From an optimization exercise on the open Yosys and OpenROAD flow, aimed at small area; shortcuts taken in it are not production practice. Where RTL was checked, it was by simulation tests only, not by an equivalence proof against the original.

==> job 5418 <==
Design lfsr_memtest, start of the top module:
module lfsr_memtest #(
    parameter DW = 256,
    parameter AW = 24
) (
    input  wire          clk,
    input  wire          rst,
    input  wire [4:0]    host_cmd,
    input  wire [AW-1:0] host_wdata,
    output reg  [AW-1:0] host_rdata,
    output wire          w_stb,
    output wire [DW-1:0] w_data,
    input  wire          w_ack,
    input  wire          r_stb,
    input  wire [DW-1:0] r_data,
    output wire          r_ack
);
export LEC_CHECK = 0
export CAP_MARGIN = 20
export CORE_AREA = 5 5 315 315
export DIE_AREA = 0 0 320 320
export SLEW_MARGIN = 20
create_clock -name core_clock -period 5.0 [get_ports {clk}]
standard.sh (not shown) runs the stock make flow with config.mk's settings and CLKGATE_MAP_FILE= SYNTH_SCRIPT=/design/flow/synth_recipe.tcl, a recipe that flattens the netlist after the stock synthesis.
==> flow/flow/run.sh <==
#!/bin/bash
# The standard layout, except that the port buffers are sky130_fd_sc_hd__buf_1
# instead of the buffer buffer_ports picks by default (clkdlybuf4s50_1).
set -euo pipefail
export BUFFER_PORTS_ARGS="-buffer_cell sky130_fd_sc_hd__buf_1"
bash standard.sh > standard_flow.log 2>&1
==> inputs of job 9917, as changes to job 5418 <==
==> flow/run.sh (new file) <==
#!/bin/bash
# synth_recipe.tcl (not shown) runs the flow's synth.tcl, then flattens the netlist and writes it again
# the make line also repeats each setting of config.mk as NAME=value (left out here)
make -C /OpenROAD-flow-scripts/flow DESIGN_CONFIG=/design/flow/config.mk WORK_HOME=/design/flow/orfs CLKGATE_MAP_FILE= SYNTH_SCRIPT=/design/flow/synth_recipe.tcl finish
removed: flow/flow/run.sh
removed: flow/standard.sh
==> qor summary <==
item	job 5418	job 9917
Final design area excluding fillers	0.0228 mm²	0.0266 mm²
Clock buf count	18	17
Post-Route M1 WL	45600 µm	47600 µm
Worst Path Max Fanout	29	7
Total instance count after detailed placement	4073	4091
Run status	no timing/DRC/antenna violations	no timing/DRC/antenna violations
Global-route wire length before repair	145000 µm	149000 µm
Setup WS post-layout	0.205 ns	0.313 ns
Critical path arrival	5.11 ns	3.69 ns
Clock Network Area Fraction	2.57%	2.32%
Sum of met3 wire segment lengths after detailed routing	11100 µm	10600 µm
Number of vias per cell	4.94	4.86
Worst path slowest cell	sky130_fd_sc_hd__dfxtp_1	sky130_fd_sc_hd__clkdlybuf4s50_1
Multi-input combinational area share	64.2%	55.2%
Met3 demand-to-capacity share in global routing	4.52%	4.58%
Layout area overhead	24.7%	45.0%
Worst Hold Endpoint	err_count[12]	err_count[23]

==> inputs of wip/tundra <==
Another version of the RTL of lfsr_memtest (not shown whole).
## lfsr_memtest
module lfsr_memtest #(
    parameter DW = 256,
    parameter AW = 24
) (
    input  wire          clk,
    input  wire          rst,
    input  wire [4:0]    host_cmd,
    input  wire [AW-1:0] host_wdata,
    output reg  [AW-1:0] host_rdata,
    output wire          w_stb,
    output wire [DW-1:0] w_data,
    input  wire          w_ack,
    input  wire          r_stb,
    input  wire [DW-1:0] r_data,
    output wire          r_ack
);
==> module lfsr_gen, before the edit <==
module lfsr_gen #(
    parameter DW   = 256,
    parameter READ = 0         
) (
    input  wire          clk,
    input  wire          rst,     
    input  wire          ce,      
    output wire [DW-1:0] o        
);
    localparam NS = 31;
    localparam [NS-1:0] PSTAR = READ ? 31'h44afec36 : 31'h6737e0ab;
    reg  [NS-1:0] p;
    reg           z;
    always @(posedge clk) begin
        if (rst) begin
            p <= PSTAR;
            z <= 1'b1;
        end else if (ce) begin
            p <= o[NS-1:0];
            z <= 1'b0;
        end
    end
    generate
        if (READ) begin : g_r
            lfsr_word_r u_word (.p(p), .z(z), .o(o));
        end else begin : g_w
            lfsr_word_w u_word (.p(p), .z(z), .o(o));
        end
    endgenerate
endmodule
==> module lfsr_memtest, before the edit <==
module lfsr_memtest #(
    parameter DW = 256,
    parameter AW = 24
) (
    input  wire          clk,
    input  wire          rst,
    input  wire [4:0]    host_cmd,
    input  wire [AW-1:0] host_wdata,
    output reg  [AW-1:0] host_rdata,
    output wire          w_stb,
    output wire [DW-1:0] w_data,
    input  wire          w_ack,
    input  wire          r_stb,
    input  wire [DW-1:0] r_data,
    output wire          r_ack
);
    localparam [15:0] MAGIC = 16'h361f;
    localparam [2:0] IDX_MAGIC   = 3'd0;
    localparam [2:0] IDX_W_RESET = 3'd1;
    localparam [2:0] IDX_W_SHOOT = 3'd2;
    localparam [2:0] IDX_LENGTH  = 3'd3;
    localparam [2:0] IDX_R_RESET = 3'd4;
    localparam [2:0] IDX_ERRORS  = 3'd5;
    wire       cmd_en  = host_cmd[4];
    wire       cmd_we  = host_cmd[3];
    wire [2:0] cmd_idx = host_cmd[2:0];
    wire       cmd_wr  = cmd_en & cmd_we;
    wire       cmd_rd  = cmd_en & ~cmd_we;
    reg [AW-1:0] length;
    reg [AW-1:0] err_count;
    reg          p_w_reset;    
    reg          p_w_shoot;
    reg          p_r_reset;
    always @(posedge clk) begin
        if (rst) begin
            length    <= {AW{1'b0}};
            p_w_reset <= 1'b0;
            p_w_shoot <= 1'b0;
            p_r_reset <= 1'b0;
        end else begin
            if (cmd_wr && cmd_idx == IDX_LENGTH)
                length <= host_wdata;
            p_w_reset <= cmd_wr && cmd_idx == IDX_W_RESET;
            p_w_shoot <= cmd_wr && cmd_idx == IDX_W_SHOOT;
            p_r_reset <= cmd_wr && cmd_idx == IDX_R_RESET;
        end
    end
    always @* begin
        host_rdata = {AW{1'b0}};
        if (cmd_rd) begin
            case (cmd_idx)
                IDX_MAGIC:  host_rdata = MAGIC;
                IDX_LENGTH: host_rdata = length;
                IDX_ERRORS: host_rdata = err_count;
                default:    host_rdata = {AW{1'b0}};
            endcase
        end
    end
    genvar i;
    reg  [AW-1:0] remaining;
    reg           armed;
    wire [AW-1:0] rem_next;
    wire [AW:0]   rem_low0;    
    wire          w_ce = w_stb & w_ack;
    assign w_stb = armed & (remaining != {AW{1'b0}});
    assign rem_low0[0] = 1'b1;
    for (i = 0; i < AW; i = i + 1) begin : g_rem
        assign rem_low0[i+1] = rem_low0[i] & ~remaining[i];
        memtest_load_dec u_bit (
            .q    (remaining[i]),
            .low0 (rem_low0[i]),
            .dec  (w_ce),
            .load (p_w_shoot),
            .len  (length[i]),
            .d    (rem_next[i])
        );
    end
    always @(posedge clk) begin
        if (rst)
            armed <= 1'b0;
        else if (p_w_shoot)
            armed <= 1'b1;
        remaining <= rem_next;
    end
    lfsr_gen #(.DW(DW), .READ(0)) u_wgen (
        .clk (clk),
        .rst (rst | p_w_reset),
        .ce  (w_ce),
        .o   (w_data)
    );
    wire [DW-1:0] expected;
    wire          differ;
    wire          err_clr = rst | p_r_reset;
    wire          err_inc = r_stb & differ;
    wire [AW-1:0] err_next;
    wire [AW:0]   err_low1;    
    assign r_ack = 1'b1;
    memtest_differ #(.DW(DW)) u_cmp (
        .a (r_data),
        .b (expected),
        .y (differ)
    );
    assign err_low1[0] = 1'b1;
    for (i = 0; i < AW; i = i + 1) begin : g_err
        assign err_low1[i+1] = err_low1[i] & err_count[i];
        memtest_clr_inc u_bit (
            .q    (err_count[i]),
            .low1 (err_low1[i]),
            .inc  (err_inc),
            .clr  (err_clr),
            .d    (err_next[i])
        );
    end
    always @(posedge clk)
        err_count <= err_next;
    lfsr_gen #(.DW(DW), .READ(1)) u_rgen (
        .clk (clk),
        .rst (rst | p_r_reset),
        .ce  (r_stb),
        .o   (expected)
    );
endmodule
==> module memtest_load_dec, before the edit <==
module memtest_load_dec (
    input  wire q,
    input  wire low0,    
    input  wire dec,
    input  wire load,
    input  wire len,
    output wire d        
);
    wire flip_n, q_next;
    memtest_nand2 u_f (.a(dec), .b(low0), .y(flip_n));
    memtest_xnor2 u_x (.a(q), .b(flip_n), .y(q_next));
    memtest_mux2  u_m (.s(load), .a1(len), .a0(q_next), .y(d));
endmodule
==> module memtest_mux2, before the edit <==
module memtest_mux2 (input wire s, input wire a1, input wire a0, output wire y);
    assign y = s ? a1 : a0;
endmodule
Settings: LEC_CHECK=0, CAP_MARGIN=20, CORE_AREA=5 5 315 315, DIE_AREA=0 0 320 320, SETUP_SLACK_MARGIN=0.3, SLEW_MARGIN=20, SYNTH_HIERARCHICAL=1; clock period 5.0 ns.
==> flow/flow/run.sh <==
#!/bin/bash
# The standard layout, except that the port buffers are sky130_fd_sc_hd__buf_1
# instead of the buffer buffer_ports picks by default (clkdlybuf4s50_1).
set -euo pipefail
export BUFFER_PORTS_ARGS="-buffer_cell sky130_fd_sc_hd__buf_1"
bash standard.sh > standard_flow.log 2>&1
==> inputs of wip/pepper, as changes to wip/tundra <==
--- a/flow/design.v
+++ b/flow/design.v
@@ -13,11 +13,19 @@
     reg           z;
-    always @(posedge clk) begin
-        if (rst) begin
-            p <= PSTAR;
-            z <= 1'b1;
-        end else if (ce) begin
-            p <= o[NS-1:0];
-            z <= 1'b0;
+    wire [NS-1:0] p_next;    
+    wire          rst_n;
+    genvar i;
+    lfsr_inv u_rst_n (.a(rst), .y(rst_n));
+    for (i = 0; i < NS; i = i + 1) begin : g_p
+        wire hold_n;       
+        lfsr_mux2i u_m (.s(ce), .a1(o[i]), .a0(p[i]), .y(hold_n));
+        if (PSTAR[i]) begin : g_1
+            lfsr_nand u_r (.a(hold_n), .b(rst_n), .y(p_next[i]));
+        end else begin : g_0
+            lfsr_nor  u_r (.a(hold_n), .b(rst), .y(p_next[i]));
         end
     end
+    always @(posedge clk) begin
+        p <= p_next;
+        z <= rst | (z & ~ce);
+    end
     generate
@@ -676,2 +684,11 @@
 endmodule
+module lfsr_nand (input wire a, input wire b, output wire y);
+    assign y = ~(a & b);
+endmodule
+module lfsr_inv (input wire a, output wire y);
+    assign y = ~a;
+endmodule
+module lfsr_mux2i (input wire s, input wire a1, input wire a0, output wire y);
+    assign y = ~(s ? a1 : a0);
+endmodule
 module lfsr_memtest #(
@@ -735,13 +752,16 @@
     genvar i;
-    reg  [AW-1:0] remaining;
+    reg  [AW-1:0] rem_n;
     reg           armed;
-    wire [AW-1:0] rem_next;
+    wire [AW-1:0] rem_n_next;
     wire [AW:0]   rem_low0;    
     wire          w_ce = w_stb & w_ack;
-    assign w_stb = armed & (remaining != {AW{1'b0}});
+    assign w_stb = armed & ~(&rem_n);
     assign rem_low0[0] = 1'b1;
+    assign rem_low0[1] = rem_n[0];
+    for (i = 1; i < AW; i = i + 1) begin : g_rem_low0
+        memtest_and2 u_a (.a(rem_low0[i]), .b(rem_n[i]), .y(rem_low0[i+1]));
+    end
     for (i = 0; i < AW; i = i + 1) begin : g_rem
-        assign rem_low0[i+1] = rem_low0[i] & ~remaining[i];
         memtest_load_dec u_bit (
-            .q    (remaining[i]),
+            .q_n  (rem_n[i]),
             .low0 (rem_low0[i]),
@@ -750,3 +770,3 @@
             .len  (length[i]),
-            .d    (rem_next[i])
+            .d_n  (rem_n_next[i])
         );
@@ -758,3 +778,3 @@
             armed <= 1'b1;
-        remaining <= rem_next;
+        rem_n <= rem_n_next;
     end
@@ -779,4 +799,7 @@
     assign err_low1[0] = 1'b1;
+    assign err_low1[1] = err_count[0];
+    for (i = 1; i < AW; i = i + 1) begin : g_err_low1
+        memtest_and2 u_a (.a(err_low1[i]), .b(err_count[i]), .y(err_low1[i+1]));
+    end
     for (i = 0; i < AW; i = i + 1) begin : g_err
-        assign err_low1[i+1] = err_low1[i] & err_count[i];
         memtest_clr_inc u_bit (
@@ -799,3 +822,3 @@
 module memtest_load_dec (
-    input  wire q,
+    input  wire q_n,
     input  wire low0,    
@@ -804,8 +827,8 @@
     input  wire len,
-    output wire d        
+    output wire d_n      
 );
     wire flip_n, q_next;
-    memtest_nand2 u_f (.a(dec), .b(low0), .y(flip_n));
-    memtest_xnor2 u_x (.a(q), .b(flip_n), .y(q_next));
-    memtest_mux2  u_m (.s(load), .a1(len), .a0(q_next), .y(d));
+    memtest_nand2  u_f (.a(dec), .b(low0), .y(flip_n));
+    memtest_xor2   u_x (.a(q_n), .b(flip_n), .y(q_next));
+    memtest_mux2i  u_m (.s(load), .a1(len), .a0(q_next), .y(d_n));
 endmodule
@@ -826,2 +849,5 @@
 endmodule
+module memtest_and2 (input wire a, input wire b, output wire y);
+    assign y = a & b;
+endmodule
 module memtest_nor2 (input wire a, input wire b, output wire y);
@@ -835,4 +861,4 @@
 endmodule
-module memtest_mux2 (input wire s, input wire a1, input wire a0, output wire y);
-    assign y = s ? a1 : a0;
+module memtest_mux2i (input wire s, input wire a1, input wire a0, output wire y);
+    assign y = ~(s ? a1 : a0);
 endmodule
--- a/flow/flow/run.sh
+++ b/flow/flow/run.sh
@@ -5,2 +5,3 @@
 export BUFFER_PORTS_ARGS="-buffer_cell sky130_fd_sc_hd__buf_1"
+export GPL_KEEP_OVERFLOW=0
 bash standard.sh > standard_flow.log 2>&1
- CTS_BUF_LIST: unset -> sky130_fd_sc_hd__clkbuf_8
- CTS_CLUSTER_DIAMETER: unset -> 150
- CTS_CLUSTER_SIZE: unset -> 40
- SETUP_SLACK_MARGIN: 0.3 -> 0.1
==> inputs of wip/indigo, as changes to wip/tundra <==
--- a/flow/design.v
+++ b/flow/design.v
@@ -13,11 +13,19 @@
     reg           z;
-    always @(posedge clk) begin
-        if (rst) begin
-            p <= PSTAR;
-            z <= 1'b1;
-        end else if (ce) begin
-            p <= o[NS-1:0];
-            z <= 1'b0;
+    wire [NS-1:0] p_next;    
+    wire          rst_n;
+    genvar i;
+    lfsr_inv u_rst_n (.a(rst), .y(rst_n));
+    for (i = 0; i < NS; i = i + 1) begin : g_p
+        wire hold_n;       
+        lfsr_mux2i u_m (.s(ce), .a1(o[i]), .a0(p[i]), .y(hold_n));
+        if (PSTAR[i]) begin : g_1
+            lfsr_nand u_r (.a(hold_n), .b(rst_n), .y(p_next[i]));
+        end else begin : g_0
+            lfsr_nor  u_r (.a(hold_n), .b(rst), .y(p_next[i]));
         end
     end
+    always @(posedge clk) begin
+        p <= p_next;
+        z <= rst | (z & ~ce);
+    end
     generate
@@ -676,2 +684,11 @@
 endmodule
+module lfsr_nand (input wire a, input wire b, output wire y);
+    assign y = ~(a & b);
+endmodule
+module lfsr_inv (input wire a, output wire y);
+    assign y = ~a;
+endmodule
+module lfsr_mux2i (input wire s, input wire a1, input wire a0, output wire y);
+    assign y = ~(s ? a1 : a0);
+endmodule
 module lfsr_memtest #(
@@ -735,13 +752,16 @@
     genvar i;
-    reg  [AW-1:0] remaining;
+    reg  [AW-1:0] rem_n;
     reg           armed;
-    wire [AW-1:0] rem_next;
+    wire [AW-1:0] rem_n_next;
     wire [AW:0]   rem_low0;    
     wire          w_ce = w_stb & w_ack;
-    assign w_stb = armed & (remaining != {AW{1'b0}});
+    assign w_stb = armed & ~(&rem_n);
     assign rem_low0[0] = 1'b1;
+    assign rem_low0[1] = rem_n[0];
+    for (i = 1; i < AW; i = i + 1) begin : g_rem_low0
+        memtest_and2 u_a (.a(rem_low0[i]), .b(rem_n[i]), .y(rem_low0[i+1]));
+    end
     for (i = 0; i < AW; i = i + 1) begin : g_rem
-        assign rem_low0[i+1] = rem_low0[i] & ~remaining[i];
         memtest_load_dec u_bit (
-            .q    (remaining[i]),
+            .q_n  (rem_n[i]),
             .low0 (rem_low0[i]),
@@ -750,3 +770,3 @@
             .len  (length[i]),
-            .d    (rem_next[i])
+            .d_n  (rem_n_next[i])
         );
@@ -758,3 +778,3 @@
             armed <= 1'b1;
-        remaining <= rem_next;
+        rem_n <= rem_n_next;
     end
@@ -779,4 +799,7 @@
     assign err_low1[0] = 1'b1;
+    assign err_low1[1] = err_count[0];
+    for (i = 1; i < AW; i = i + 1) begin : g_err_low1
+        memtest_and2 u_a (.a(err_low1[i]), .b(err_count[i]), .y(err_low1[i+1]));
+    end
     for (i = 0; i < AW; i = i + 1) begin : g_err
-        assign err_low1[i+1] = err_low1[i] & err_count[i];
         memtest_clr_inc u_bit (
@@ -799,3 +822,3 @@
 module memtest_load_dec (
-    input  wire q,
+    input  wire q_n,
     input  wire low0,    
@@ -804,8 +827,8 @@
     input  wire len,
-    output wire d        
+    output wire d_n      
 );
     wire flip_n, q_next;
-    memtest_nand2 u_f (.a(dec), .b(low0), .y(flip_n));
-    memtest_xnor2 u_x (.a(q), .b(flip_n), .y(q_next));
-    memtest_mux2  u_m (.s(load), .a1(len), .a0(q_next), .y(d));
+    memtest_nand2  u_f (.a(dec), .b(low0), .y(flip_n));
+    memtest_xor2   u_x (.a(q_n), .b(flip_n), .y(q_next));
+    memtest_mux2i  u_m (.s(load), .a1(len), .a0(q_next), .y(d_n));
 endmodule
@@ -826,2 +849,5 @@
 endmodule
+module memtest_and2 (input wire a, input wire b, output wire y);
+    assign y = a & b;
+endmodule
 module memtest_nor2 (input wire a, input wire b, output wire y);
@@ -835,4 +861,4 @@
 endmodule
-module memtest_mux2 (input wire s, input wire a1, input wire a0, output wire y);
-    assign y = s ? a1 : a0;
+module memtest_mux2i (input wire s, input wire a1, input wire a0, output wire y);
+    assign y = ~(s ? a1 : a0);
 endmodule
- CORE_AREA: 5 5 315 315 -> 5 5 225 225
- CTS_BUF_LIST: unset -> sky130_fd_sc_hd__clkbuf_4 sky130_fd_sc_hd__clkbuf_8
- CTS_CLUSTER_DIAMETER: unset -> 150
- CTS_CLUSTER_SIZE: unset -> 40
- DIE_AREA: 0 0 320 320 -> 0 0 230 230
==> inputs of wip/zinc, as changes to wip/tundra <==
--- a/flow/design.v
+++ b/flow/design.v
@@ -13,11 +13,19 @@
     reg           z;
-    always @(posedge clk) begin
-        if (rst) begin
-            p <= PSTAR;
-            z <= 1'b1;
-        end else if (ce) begin
-            p <= o[NS-1:0];
-            z <= 1'b0;
+    wire [NS-1:0] p_next;    
+    wire          rst_n;
+    genvar i;
+    lfsr_inv u_rst_n (.a(rst), .y(rst_n));
+    for (i = 0; i < NS; i = i + 1) begin : g_p
+        wire hold_n;       
+        lfsr_mux2i u_m (.s(ce), .a1(o[i]), .a0(p[i]), .y(hold_n));
+        if (PSTAR[i]) begin : g_1
+            lfsr_nand u_r (.a(hold_n), .b(rst_n), .y(p_next[i]));
+        end else begin : g_0
+            lfsr_nor  u_r (.a(hold_n), .b(rst), .y(p_next[i]));
         end
     end
+    always @(posedge clk) begin
+        p <= p_next;
+        z <= rst | (z & ~ce);
+    end
     generate
@@ -676,2 +684,11 @@
 endmodule
+module lfsr_nand (input wire a, input wire b, output wire y);
+    assign y = ~(a & b);
+endmodule
+module lfsr_inv (input wire a, output wire y);
+    assign y = ~a;
+endmodule
+module lfsr_mux2i (input wire s, input wire a1, input wire a0, output wire y);
+    assign y = ~(s ? a1 : a0);
+endmodule
 module lfsr_memtest #(
@@ -735,13 +752,16 @@
     genvar i;
-    reg  [AW-1:0] remaining;
+    reg  [AW-1:0] rem_n;
     reg           armed;
-    wire [AW-1:0] rem_next;
+    wire [AW-1:0] rem_n_next;
     wire [AW:0]   rem_low0;    
     wire          w_ce = w_stb & w_ack;
-    assign w_stb = armed & (remaining != {AW{1'b0}});
+    assign w_stb = armed & ~(&rem_n);
     assign rem_low0[0] = 1'b1;
+    assign rem_low0[1] = rem_n[0];
+    for (i = 1; i < AW; i = i + 1) begin : g_rem_low0
+        memtest_and2 u_a (.a(rem_low0[i]), .b(rem_n[i]), .y(rem_low0[i+1]));
+    end
     for (i = 0; i < AW; i = i + 1) begin : g_rem
-        assign rem_low0[i+1] = rem_low0[i] & ~remaining[i];
         memtest_load_dec u_bit (
-            .q    (remaining[i]),
+            .q_n  (rem_n[i]),
             .low0 (rem_low0[i]),
@@ -750,3 +770,3 @@
             .len  (length[i]),
-            .d    (rem_next[i])
+            .d_n  (rem_n_next[i])
         );
@@ -758,3 +778,3 @@
             armed <= 1'b1;
-        remaining <= rem_next;
+        rem_n <= rem_n_next;
     end
@@ -779,4 +799,7 @@
     assign err_low1[0] = 1'b1;
+    assign err_low1[1] = err_count[0];
+    for (i = 1; i < AW; i = i + 1) begin : g_err_low1
+        memtest_and2 u_a (.a(err_low1[i]), .b(err_count[i]), .y(err_low1[i+1]));
+    end
     for (i = 0; i < AW; i = i + 1) begin : g_err
-        assign err_low1[i+1] = err_low1[i] & err_count[i];
         memtest_clr_inc u_bit (
@@ -799,3 +822,3 @@
 module memtest_load_dec (
-    input  wire q,
+    input  wire q_n,
     input  wire low0,    
@@ -804,8 +827,8 @@
     input  wire len,
-    output wire d        
+    output wire d_n      
 );
     wire flip_n, q_next;
-    memtest_nand2 u_f (.a(dec), .b(low0), .y(flip_n));
-    memtest_xnor2 u_x (.a(q), .b(flip_n), .y(q_next));
-    memtest_mux2  u_m (.s(load), .a1(len), .a0(q_next), .y(d));
+    memtest_nand2  u_f (.a(dec), .b(low0), .y(flip_n));
+    memtest_xor2   u_x (.a(q_n), .b(flip_n), .y(q_next));
+    memtest_mux2i  u_m (.s(load), .a1(len), .a0(q_next), .y(d_n));
 endmodule
@@ -826,2 +849,5 @@
 endmodule
+module memtest_and2 (input wire a, input wire b, output wire y);
+    assign y = a & b;
+endmodule
 module memtest_nor2 (input wire a, input wire b, output wire y);
@@ -835,4 +861,4 @@
 endmodule
-module memtest_mux2 (input wire s, input wire a1, input wire a0, output wire y);
-    assign y = s ? a1 : a0;
+module memtest_mux2i (input wire s, input wire a1, input wire a0, output wire y);
+    assign y = ~(s ? a1 : a0);
 endmodule
- CTS_BUF_LIST: unset -> sky130_fd_sc_hd__clkbuf_4 sky130_fd_sc_hd__clkbuf_8
- CTS_CLUSTER_DIAMETER: unset -> 150
- CTS_CLUSTER_SIZE: unset -> 40
==> out/summary.txt <==
Detailed Routing Iterations Pass 1 = 5
Worst clock skew on the final layout = 0.02359 ns
Fraction of post-synthesis cell area in the top cell type by area = 43.61%
Outcome = finished clean
Hold Crit Endpoint = rem_n[9]$_DFF_P_
Effective utilization at floorplan = 14.46%
Source of the figures above: wip/pepper

==> out/summary.txt <==
Hold Crit Endpoint = armed$_SDFFE_PP0P_
Worst clock skew on the final layout = 0.01625 ns
Outcome = finished clean
Fraction of post-synthesis cell area in the top cell type by area = 41.19%
Detailed Routing Iterations Pass 1 = 5
Effective utilization at floorplan = 14.77%
# fillers = 10810
Source of the figures above: wip/tundra

==> out/summary.txt <==
Hold Crit Endpoint = rem_n[10]$_DFF_P_
Number of cells produced by synthesis = 1620
Detailed Routing Iterations Pass 1 = 5
Worst slack on hold paths = 0.4678 ns
Antenna diodes = 3
Outcome = finished clean
Fraction of post-synthesis cell area in the top cell type by area = 43.61%
Source of the figures above: wip/zinc

==> out/summary.txt <==
Clock buffer cells = 18
Hold Crit Endpoint = rem_n[22]$_DFF_P_
Worst clock skew on the final layout = 0.01130 ns
Fraction of post-synthesis cell area in the top cell type by area = 43.61%
Detailed Routing Iterations Pass 1 = 6
Outcome = finished clean
Effective utilization at floorplan = 28.75%
Source of the figures above: wip/indigo

No functional check of the RTL was part of any run of this note.

separate check: timing with driven ports:
The flow's constraints put no driver on any port. The routed layouts listed below were extracted and timed again, unchanged, in two steps. Step 1 sets driving cells, clkbuf_16 on the clock port and buf_2 on the other inputs (assumed; they add their load-dependent delay and slew). Step 2 times the ports against the registers' clock, not the clock port: input delays grow and output delays shrink by t, the midpoint of the rising clock arrivals with the driver on. a / b / c = ideal ports / drivers / drivers and shift; a / b = the first two.
run	t, ns	setup WS [ns]	clock arrival spread, ns	slew at the worst register clock pin (ns)	worst data-port slew with drivers (ns)
job 5418	0.477	0.205 / 0.205 / 0.205	0.016 / 0.017	0.07 / 0.07	0.14
job 9917	0.474	0.313 / 0.252 / 0.020	0.016 / 0.015	0.08 / 0.08	0.13
wip/tundra	0.505	0.615 / 0.579 / 0.615	0.017 / 0.016	0.07 / 0.07	0.12
wip/pepper	0.565	0.223 / 0.223 / 0.223	0.024 / 0.024	0.11 / 0.11	0.20
wip/indigo	0.478	0.475 / 0.475 / 0.475	0.012 / 0.012	0.09 / 0.09	0.08
wip/zinc	0.575	0.370 / 0.370 / 0.370	0.020 / 0.019	0.10 / 0.10	0.22
After both steps setup and hold are still met in every run listed. The setup slack of job 9917, which loses most, moves by -0.061 ns with the drivers and by -0.293 ns with both steps.
